What follows belongs to an exercise in optimizing a design on an open flow for small area; a production flow would make more cautious choices. The RTL was checked by simulation tests, not by an equivalence proof against the original design. Power is estimated from default activity; no workload was simulated.

==> v9: inputs <==
// async_fifo_dual
module async_fifo_dual (
    input  wire        clk,
    input  wire        rst_n,           
    input  wire        a_valid,
    input  wire [11:0] a_cmd,
    output reg  [18:0] a_rsp,
    output reg         a_rsp_valid,
    output wire        a_err,
    input  wire        ser_ext,         
    input  wire        s_valid,
    input  wire [11:0] s_cmd,
    output reg  [18:0] s_rsp,
    output reg         s_rsp_valid,
    input  wire        p_txe,
    input  wire        p_rxne,
    input  wire [7:0]  p_rdata,
    output reg  [7:0]  p_wdata,
    output reg         p_wr,
    output reg         p_rd,
    output reg         p_clr_rxne,
    output wire        p_txeie,
    output wire        irq
);
    localparam AW_TX = 5;               
    localparam AW_RX = 4;               
    localparam [3:0] A_NOP      = 4'h0,
                     A_TX_ENQ   = 4'h1,
                     A_TX_COUNT = 4'h2,
                     A_TX_FULL  = 4'h3,
                     A_RX_DEQ   = 4'h4,
                     A_RX_COUNT = 4'h5,
                     A_ERR_READ = 4'h6,
                     A_ERR_CLR  = 4'h7;
    localparam [3:0] S_NOP      = 4'h0,
  ...
Settings: LEC_CHECK=0, CAP_MARGIN=20, CORE_MARGIN=2, CORE_UTILIZATION=70, SLEW_MARGIN=20, SYNTH_HIERARCHICAL=1; clock period 13.0 ns.
standard.sh (not shown) runs the stock make flow with config.mk's settings and CLKGATE_MAP_FILE= SYNTH_SCRIPT=/design/flow/synth_recipe.tcl, a recipe that flattens the netlist after the stock synthesis.
==> flow/flow/run.sh <==
#!/bin/bash
# Standard ORFS layout with two placement/CTS arguments changed:
#  - port buffers use the smallest buffer cell
#  - CTS clusters up to 25 sinks within 100 um and adds no dummy loads
set -euo pipefail
export BUFFER_PORTS_ARGS="-buffer_cell sky130_fd_sc_hd__buf_1"
export CTS_ARGS="-sink_clustering_enable -repair_clock_nets -sink_clustering_size 25 -sink_clustering_max_diameter 100 -dont_use_dummy_load"
bash standard.sh > standard_flow.log 2>&1
==> inputs of v25, as changes to v9 <==
--- a/flow/design.v
+++ b/flow/design.v
@@ -54,23 +54,22 @@
                      S_TX_FULL  = 4'h5;
     reg              tx_enq, tx_deq, rx_enq, rx_deq;
     reg  [7:0]       rx_enq_data;
     reg  [7:0]    tx_mem [0:31];
     reg  [5:0]    tx_wptr;       
-    reg  [5:0]    tx_wcnt;       
     reg  [5:0]    tx_fl_mark;    
     reg  [5:0]    tx_fl_next;    
     reg           tx_fl_pend;    
     reg  [4:1]    tx_ph;         
     reg           tx_rm1, tx_rm2;   
     reg  [5:0]    tx_rhead;      
     reg  [5:0]    tx_rpub;       
     reg  [5:0]    tx_wview;      
     reg           tx_drain;      
     reg           tx_wm1, tx_wm2;   
-    wire [5:0]    tx_wcount = tx_wcnt;
-    wire          tx_wfull  = tx_wcnt[5];
+    wire [5:0]    tx_wcount = tx_wptr - tx_rpub + tx_rm1 + tx_rm2;
+    wire          tx_wfull  = tx_wcount[5];
     wire [5:0]    tx_rcount = tx_wview - tx_rhead;
     wire          tx_rfull  = tx_rcount[5];
     wire          tx_enq_ok = tx_enq & ~tx_wfull;
     wire          tx_deq_ok = tx_deq & (tx_rcount != 6'd0);
     wire          tx_busy    = |tx_ph;
@@ -79,23 +78,22 @@
     wire          tx_reissue = tx_ph[4] & (tx_fl_pend | tx_ovf);
     wire [5:0]    tx_n_wptr  = tx_wptr + tx_enq_ok;
     wire [5:0]    tx_n_mark  = (tx_issue | (tx_reissue & tx_ovf)) ? tx_wptr :
                              tx_reissue ? tx_fl_next : tx_fl_mark;
     wire          tx_n_busy  = tx_ph[1] | tx_ph[2] | tx_ph[3] | tx_issue | tx_reissue;
-    wire [5:0]    tx_lim     = tx_n_busy ? tx_n_mark : tx_n_wptr;
     wire [5:0]    tx_n_wview = tx_wview + tx_wm2;
     wire [5:0]    tx_wpub    = tx_n_wview + tx_wm1;
-    wire          tx_wmove   = (tx_wpub != tx_lim);
+    wire          tx_wmove   = tx_n_busy ? (tx_wpub != tx_n_mark) :
+                                        ((tx_wpub != tx_wptr) | tx_enq_ok);
     wire          tx_capture = tx_ph[2];
     wire          tx_jump    = tx_capture | (tx_drain & tx_wm2);
     wire [5:0]    tx_n_rhead = tx_jump ? tx_n_wview : tx_rhead + tx_deq_ok;
     wire          tx_rmove   = (tx_rpub != tx_n_rhead);
     wire          tx_view_evt = tx_wm2 | tx_capture;
     always @(posedge clk) begin
         if (!rst_n) begin
             tx_wptr    <= 6'd0;
-            tx_wcnt    <= 6'd0;
             tx_fl_pend <= 1'b0;
             tx_ph      <= 4'd0;
             tx_rm1     <= 1'b0;
             tx_rm2     <= 1'b0;
             tx_rhead   <= 6'd0;
@@ -104,11 +102,10 @@
             tx_drain   <= 1'b0;
             tx_wm1     <= 1'b0;
             tx_wm2     <= 1'b0;
         end else begin
             tx_wptr    <= tx_n_wptr;
-            tx_wcnt    <= tx_wcnt + tx_enq_ok - tx_rm2;
             tx_fl_pend <= (tx_fl_pend | (tx_ovf & tx_busy)) & ~tx_ph[4];
             tx_ph      <= {tx_ph[3:1], tx_issue | tx_reissue};
             tx_rm1     <= tx_rmove;
             tx_rm2     <= tx_rm1;
             tx_rhead   <= tx_n_rhead;
@@ -149,23 +146,22 @@
             assign tx_rdata[tx_b] = ~&y;
         end
     endgenerate
     reg  [7:0]    rx_mem [0:15];
     reg  [4:0]    rx_wptr;       
-    reg  [4:0]    rx_wcnt;       
     reg  [4:0]    rx_fl_mark;    
     reg  [4:0]    rx_fl_next;    
     reg           rx_fl_pend;    
     reg  [4:1]    rx_ph;         
     reg           rx_rm1, rx_rm2;   
     reg  [4:0]    rx_rhead;      
     reg  [4:0]    rx_rpub;       
     reg  [4:0]    rx_wview;      
     reg           rx_drain;      
     reg           rx_wm1, rx_wm2;   
-    wire [4:0]    rx_wcount = rx_wcnt;
-    wire          rx_wfull  = rx_wcnt[4];
+    wire [4:0]    rx_wcount = rx_wptr - rx_rpub + rx_rm1 + rx_rm2;
+    wire          rx_wfull  = rx_wcount[4];
     wire [4:0]    rx_rcount = rx_wview - rx_rhead;
     wire          rx_rfull  = rx_rcount[4];
     wire          rx_enq_ok = rx_enq & ~rx_wfull;
     wire          rx_deq_ok = rx_deq & (rx_rcount != 5'd0);
     wire          rx_busy    = |rx_ph;
@@ -174,23 +170,22 @@
     wire          rx_reissue = rx_ph[4] & (rx_fl_pend | rx_ovf);
     wire [4:0]    rx_n_wptr  = rx_wptr + rx_enq_ok;
     wire [4:0]    rx_n_mark  = (rx_issue | (rx_reissue & rx_ovf)) ? rx_wptr :
                              rx_reissue ? rx_fl_next : rx_fl_mark;
     wire          rx_n_busy  = rx_ph[1] | rx_ph[2] | rx_ph[3] | rx_issue | rx_reissue;
-    wire [4:0]    rx_lim     = rx_n_busy ? rx_n_mark : rx_n_wptr;
     wire [4:0]    rx_n_wview = rx_wview + rx_wm2;
     wire [4:0]    rx_wpub    = rx_n_wview + rx_wm1;
-    wire          rx_wmove   = (rx_wpub != rx_lim);
+    wire          rx_wmove   = rx_n_busy ? (rx_wpub != rx_n_mark) :
+                                        ((rx_wpub != rx_wptr) | rx_enq_ok);
     wire          rx_capture = rx_ph[2];
     wire          rx_jump    = rx_capture | (rx_drain & rx_wm2);
     wire [4:0]    rx_n_rhead = rx_jump ? rx_n_wview : rx_rhead + rx_deq_ok;
     wire          rx_rmove   = (rx_rpub != rx_n_rhead);
     wire          rx_view_evt = rx_wm2 | rx_capture;
     always @(posedge clk) begin
         if (!rst_n) begin
             rx_wptr    <= 5'd0;
-            rx_wcnt    <= 5'd0;
             rx_fl_pend <= 1'b0;
             rx_ph      <= 4'd0;
             rx_rm1     <= 1'b0;
             rx_rm2     <= 1'b0;
             rx_rhead   <= 5'd0;
@@ -199,11 +194,10 @@
             rx_drain   <= 1'b0;
             rx_wm1     <= 1'b0;
             rx_wm2     <= 1'b0;
         end else begin
             rx_wptr    <= rx_n_wptr;
-            rx_wcnt    <= rx_wcnt + rx_enq_ok - rx_rm2;
             rx_fl_pend <= (rx_fl_pend | (rx_ovf & rx_busy)) & ~rx_ph[4];
             rx_ph      <= {rx_ph[3:1], rx_issue | rx_reissue};
             rx_rm1     <= rx_rmove;
             rx_rm2     <= rx_rm1;
             rx_rhead   <= rx_n_rhead;
==> flow/flow/run.sh (replaced) <==
#!/bin/bash
# Layout: the standard flow (standard.sh) with these changes:
#  - synthesis: ORFS's synthesis script unchanged except for the ABC mapping
#    script (flow/abc_relaxed.script: AIG clean-up, choices, then one &nf
#    mapping with the delay relaxed for area and no final buffering or
#    resizing; the clock period leaves ample slack); registers are untouched
#    by ABC, so
#    they are the standard synthesis's, and synth_recipe.tcl's wrapper
#    (-nofsm -noshare, flatten, rename) is kept as is;
#  - port buffers use the smallest buffer cell (every port still gets one);
#  - CTS uses clkbuf_4 clusters of up to 10 sinks within 40 um, no dummy loads.
# Make's output goes to standard_flow.log; each ORFS step keeps its own log
# under orfs/logs.
set -euo pipefail
W=$(pwd)
F=$(cd "$(dirname "$0")" && pwd)

cp "$FLOW_HOME/scripts/synth.tcl" own_synth.tcl
cp "$FLOW_HOME/scripts/synth_preamble.tcl" own_synth_preamble.tcl
sed -i "s#source \$::env(SCRIPTS_DIR)/synth_preamble.tcl#source $W/own_synth_preamble.tcl#" own_synth.tcl
sed -i "s#set abc_script \$::env(SCRIPTS_DIR)/abc_speed.script#set abc_script $F/abc_relaxed.script#" own_synth_preamble.tcl
sed "s#source \$::env(SCRIPTS_DIR)/synth.tcl#source $W/own_synth.tcl#" synth_recipe.tcl > own_synth_recipe.tcl
sed "s#SYNTH_SCRIPT=[^ ]*synth_recipe.tcl#SYNTH_SCRIPT=$W/own_synth_recipe.tcl#" standard.sh > own_standard.sh
grep -q "own_synth_preamble.tcl" own_synth.tcl
grep -q "abc_relaxed.script" own_synth_preamble.tcl
grep -q "own_synth.tcl" own_synth_recipe.tcl
grep -q "own_synth_recipe.tcl" own_standard.sh

export BUFFER_PORTS_ARGS="-buffer_cell sky130_fd_sc_hd__buf_1"
export CTS_ARGS="-sink_clustering_enable -repair_clock_nets -sink_clustering_size 10 -sink_clustering_max_diameter 40 -dont_use_dummy_load -buf_list sky130_fd_sc_hd__clkbuf_4"
bash own_standard.sh > standard_flow.log 2>&1
==> flow/flow/abc_relaxed.script (new file) <==
strash
ifraig
dc2
strash
&get -n
&dch -f
&nf -R 1000 -p
&put
topo
==> inputs of v24, as changes to v9 <==
--- a/flow/design.v
+++ b/flow/design.v
@@ -54,23 +54,22 @@
                      S_TX_FULL  = 4'h5;
     reg              tx_enq, tx_deq, rx_enq, rx_deq;
     reg  [7:0]       rx_enq_data;
     reg  [7:0]    tx_mem [0:31];
     reg  [5:0]    tx_wptr;       
-    reg  [5:0]    tx_wcnt;       
     reg  [5:0]    tx_fl_mark;    
     reg  [5:0]    tx_fl_next;    
     reg           tx_fl_pend;    
     reg  [4:1]    tx_ph;         
     reg           tx_rm1, tx_rm2;   
     reg  [5:0]    tx_rhead;      
     reg  [5:0]    tx_rpub;       
     reg  [5:0]    tx_wview;      
     reg           tx_drain;      
     reg           tx_wm1, tx_wm2;   
-    wire [5:0]    tx_wcount = tx_wcnt;
-    wire          tx_wfull  = tx_wcnt[5];
+    wire [5:0]    tx_wcount = tx_wptr - tx_rpub + tx_rm1 + tx_rm2;
+    wire          tx_wfull  = tx_wcount[5];
     wire [5:0]    tx_rcount = tx_wview - tx_rhead;
     wire          tx_rfull  = tx_rcount[5];
     wire          tx_enq_ok = tx_enq & ~tx_wfull;
     wire          tx_deq_ok = tx_deq & (tx_rcount != 6'd0);
     wire          tx_busy    = |tx_ph;
@@ -79,23 +78,22 @@
     wire          tx_reissue = tx_ph[4] & (tx_fl_pend | tx_ovf);
     wire [5:0]    tx_n_wptr  = tx_wptr + tx_enq_ok;
     wire [5:0]    tx_n_mark  = (tx_issue | (tx_reissue & tx_ovf)) ? tx_wptr :
                              tx_reissue ? tx_fl_next : tx_fl_mark;
     wire          tx_n_busy  = tx_ph[1] | tx_ph[2] | tx_ph[3] | tx_issue | tx_reissue;
-    wire [5:0]    tx_lim     = tx_n_busy ? tx_n_mark : tx_n_wptr;
     wire [5:0]    tx_n_wview = tx_wview + tx_wm2;
     wire [5:0]    tx_wpub    = tx_n_wview + tx_wm1;
-    wire          tx_wmove   = (tx_wpub != tx_lim);
+    wire          tx_wmove   = tx_n_busy ? (tx_wpub != tx_n_mark) :
+                                        ((tx_wpub != tx_wptr) | tx_enq_ok);
     wire          tx_capture = tx_ph[2];
     wire          tx_jump    = tx_capture | (tx_drain & tx_wm2);
     wire [5:0]    tx_n_rhead = tx_jump ? tx_n_wview : tx_rhead + tx_deq_ok;
     wire          tx_rmove   = (tx_rpub != tx_n_rhead);
     wire          tx_view_evt = tx_wm2 | tx_capture;
     always @(posedge clk) begin
         if (!rst_n) begin
             tx_wptr    <= 6'd0;
-            tx_wcnt    <= 6'd0;
             tx_fl_pend <= 1'b0;
             tx_ph      <= 4'd0;
             tx_rm1     <= 1'b0;
             tx_rm2     <= 1'b0;
             tx_rhead   <= 6'd0;
@@ -104,11 +102,10 @@
             tx_drain   <= 1'b0;
             tx_wm1     <= 1'b0;
             tx_wm2     <= 1'b0;
         end else begin
             tx_wptr    <= tx_n_wptr;
-            tx_wcnt    <= tx_wcnt + tx_enq_ok - tx_rm2;
             tx_fl_pend <= (tx_fl_pend | (tx_ovf & tx_busy)) & ~tx_ph[4];
             tx_ph      <= {tx_ph[3:1], tx_issue | tx_reissue};
             tx_rm1     <= tx_rmove;
             tx_rm2     <= tx_rm1;
             tx_rhead   <= tx_n_rhead;
@@ -149,23 +146,22 @@
             assign tx_rdata[tx_b] = ~&y;
         end
     endgenerate
     reg  [7:0]    rx_mem [0:15];
     reg  [4:0]    rx_wptr;       
-    reg  [4:0]    rx_wcnt;       
     reg  [4:0]    rx_fl_mark;    
     reg  [4:0]    rx_fl_next;    
     reg           rx_fl_pend;    
     reg  [4:1]    rx_ph;         
     reg           rx_rm1, rx_rm2;   
     reg  [4:0]    rx_rhead;      
     reg  [4:0]    rx_rpub;       
     reg  [4:0]    rx_wview;      
     reg           rx_drain;      
     reg           rx_wm1, rx_wm2;   
-    wire [4:0]    rx_wcount = rx_wcnt;
-    wire          rx_wfull  = rx_wcnt[4];
+    wire [4:0]    rx_wcount = rx_wptr - rx_rpub + rx_rm1 + rx_rm2;
+    wire          rx_wfull  = rx_wcount[4];
     wire [4:0]    rx_rcount = rx_wview - rx_rhead;
     wire          rx_rfull  = rx_rcount[4];
     wire          rx_enq_ok = rx_enq & ~rx_wfull;
     wire          rx_deq_ok = rx_deq & (rx_rcount != 5'd0);
     wire          rx_busy    = |rx_ph;
@@ -174,23 +170,22 @@
     wire          rx_reissue = rx_ph[4] & (rx_fl_pend | rx_ovf);
     wire [4:0]    rx_n_wptr  = rx_wptr + rx_enq_ok;
     wire [4:0]    rx_n_mark  = (rx_issue | (rx_reissue & rx_ovf)) ? rx_wptr :
                              rx_reissue ? rx_fl_next : rx_fl_mark;
     wire          rx_n_busy  = rx_ph[1] | rx_ph[2] | rx_ph[3] | rx_issue | rx_reissue;
-    wire [4:0]    rx_lim     = rx_n_busy ? rx_n_mark : rx_n_wptr;
     wire [4:0]    rx_n_wview = rx_wview + rx_wm2;
     wire [4:0]    rx_wpub    = rx_n_wview + rx_wm1;
-    wire          rx_wmove   = (rx_wpub != rx_lim);
+    wire          rx_wmove   = rx_n_busy ? (rx_wpub != rx_n_mark) :
+                                        ((rx_wpub != rx_wptr) | rx_enq_ok);
     wire          rx_capture = rx_ph[2];
     wire          rx_jump    = rx_capture | (rx_drain & rx_wm2);
     wire [4:0]    rx_n_rhead = rx_jump ? rx_n_wview : rx_rhead + rx_deq_ok;
     wire          rx_rmove   = (rx_rpub != rx_n_rhead);
     wire          rx_view_evt = rx_wm2 | rx_capture;
     always @(posedge clk) begin
         if (!rst_n) begin
             rx_wptr    <= 5'd0;
-            rx_wcnt    <= 5'd0;
             rx_fl_pend <= 1'b0;
             rx_ph      <= 4'd0;
             rx_rm1     <= 1'b0;
             rx_rm2     <= 1'b0;
             rx_rhead   <= 5'd0;
@@ -199,11 +194,10 @@
             rx_drain   <= 1'b0;
             rx_wm1     <= 1'b0;
             rx_wm2     <= 1'b0;
         end else begin
             rx_wptr    <= rx_n_wptr;
-            rx_wcnt    <= rx_wcnt + rx_enq_ok - rx_rm2;
             rx_fl_pend <= (rx_fl_pend | (rx_ovf & rx_busy)) & ~rx_ph[4];
             rx_ph      <= {rx_ph[3:1], rx_issue | rx_reissue};
             rx_rm1     <= rx_rmove;
             rx_rm2     <= rx_rm1;
             rx_rhead   <= rx_n_rhead;
==> flow/flow/run.sh (replaced) <==
#!/bin/bash
# Standard ORFS layout with two placement/CTS arguments changed:
#  - port buffers use the smallest buffer cell
#  - CTS clusters up to 25 sinks within 100 um and adds no dummy loads
set -euo pipefail
export BUFFER_PORTS_ARGS="-buffer_cell sky130_fd_sc_hd__buf_1"
export CTS_ARGS="-sink_clustering_enable -repair_clock_nets -sink_clustering_size 14 -sink_clustering_max_diameter 50 -dont_use_dummy_load -buf_list \"sky130_fd_sc_hd__clkbuf_4 sky130_fd_sc_hd__clkbuf_8\""
bash standard.sh > standard_flow.log 2>&1
==> summary of the runs <==
- Combinational power, highest first: v9, v24, v25.
- In v24 the utilization is lower than in v25, by 0.61 points.
- Critical path depth: v25 is higher than v24 (2).
- Global-route usage, highest first: v24, v25, v9.

## re-timing with driven ports
The flow's constraints put no driver on any port. The routed layouts listed below were extracted and timed again, unchanged, in two steps.
Step 1 assumes that a clkbuf_16 drives the clock port and a buf_2 every other input.
Step 2 adds t to the input delays and takes it off the output delays; t is the mean of the earliest and latest rising clock arrival at the registers after step 1. Input paths then give back, and output paths get back, about the clock's delay inside the block.
Three values: ideal ports, drivers, drivers and shift; two values: the first two.
run | t (ns) | slack for setup (ns) | hold WS [ns] | worst register clock-pin slew, ns | worst data-port slew with drivers (ns)
v9 | 0.603 | 5.631 / 5.604 / 5.604 | 0.445 / 0.445 / 0.445 | 0.10 / 0.10 | 0.06
v25 | 0.752 | 5.604 / 5.556 / 5.834 | 0.427 / 0.427 / 0.427 | 0.11 / 0.11 | 0.08
v24 | 0.602 | 4.942 / 4.921 / 4.921 | 0.444 / 0.444 / 0.444 | 0.09 / 0.09 | 0.05
After both steps setup and hold are still met in every run listed. For v9, which loses most, drivers alone change the setup slack by -0.027 ns; drivers and shift together by -0.027 ns.
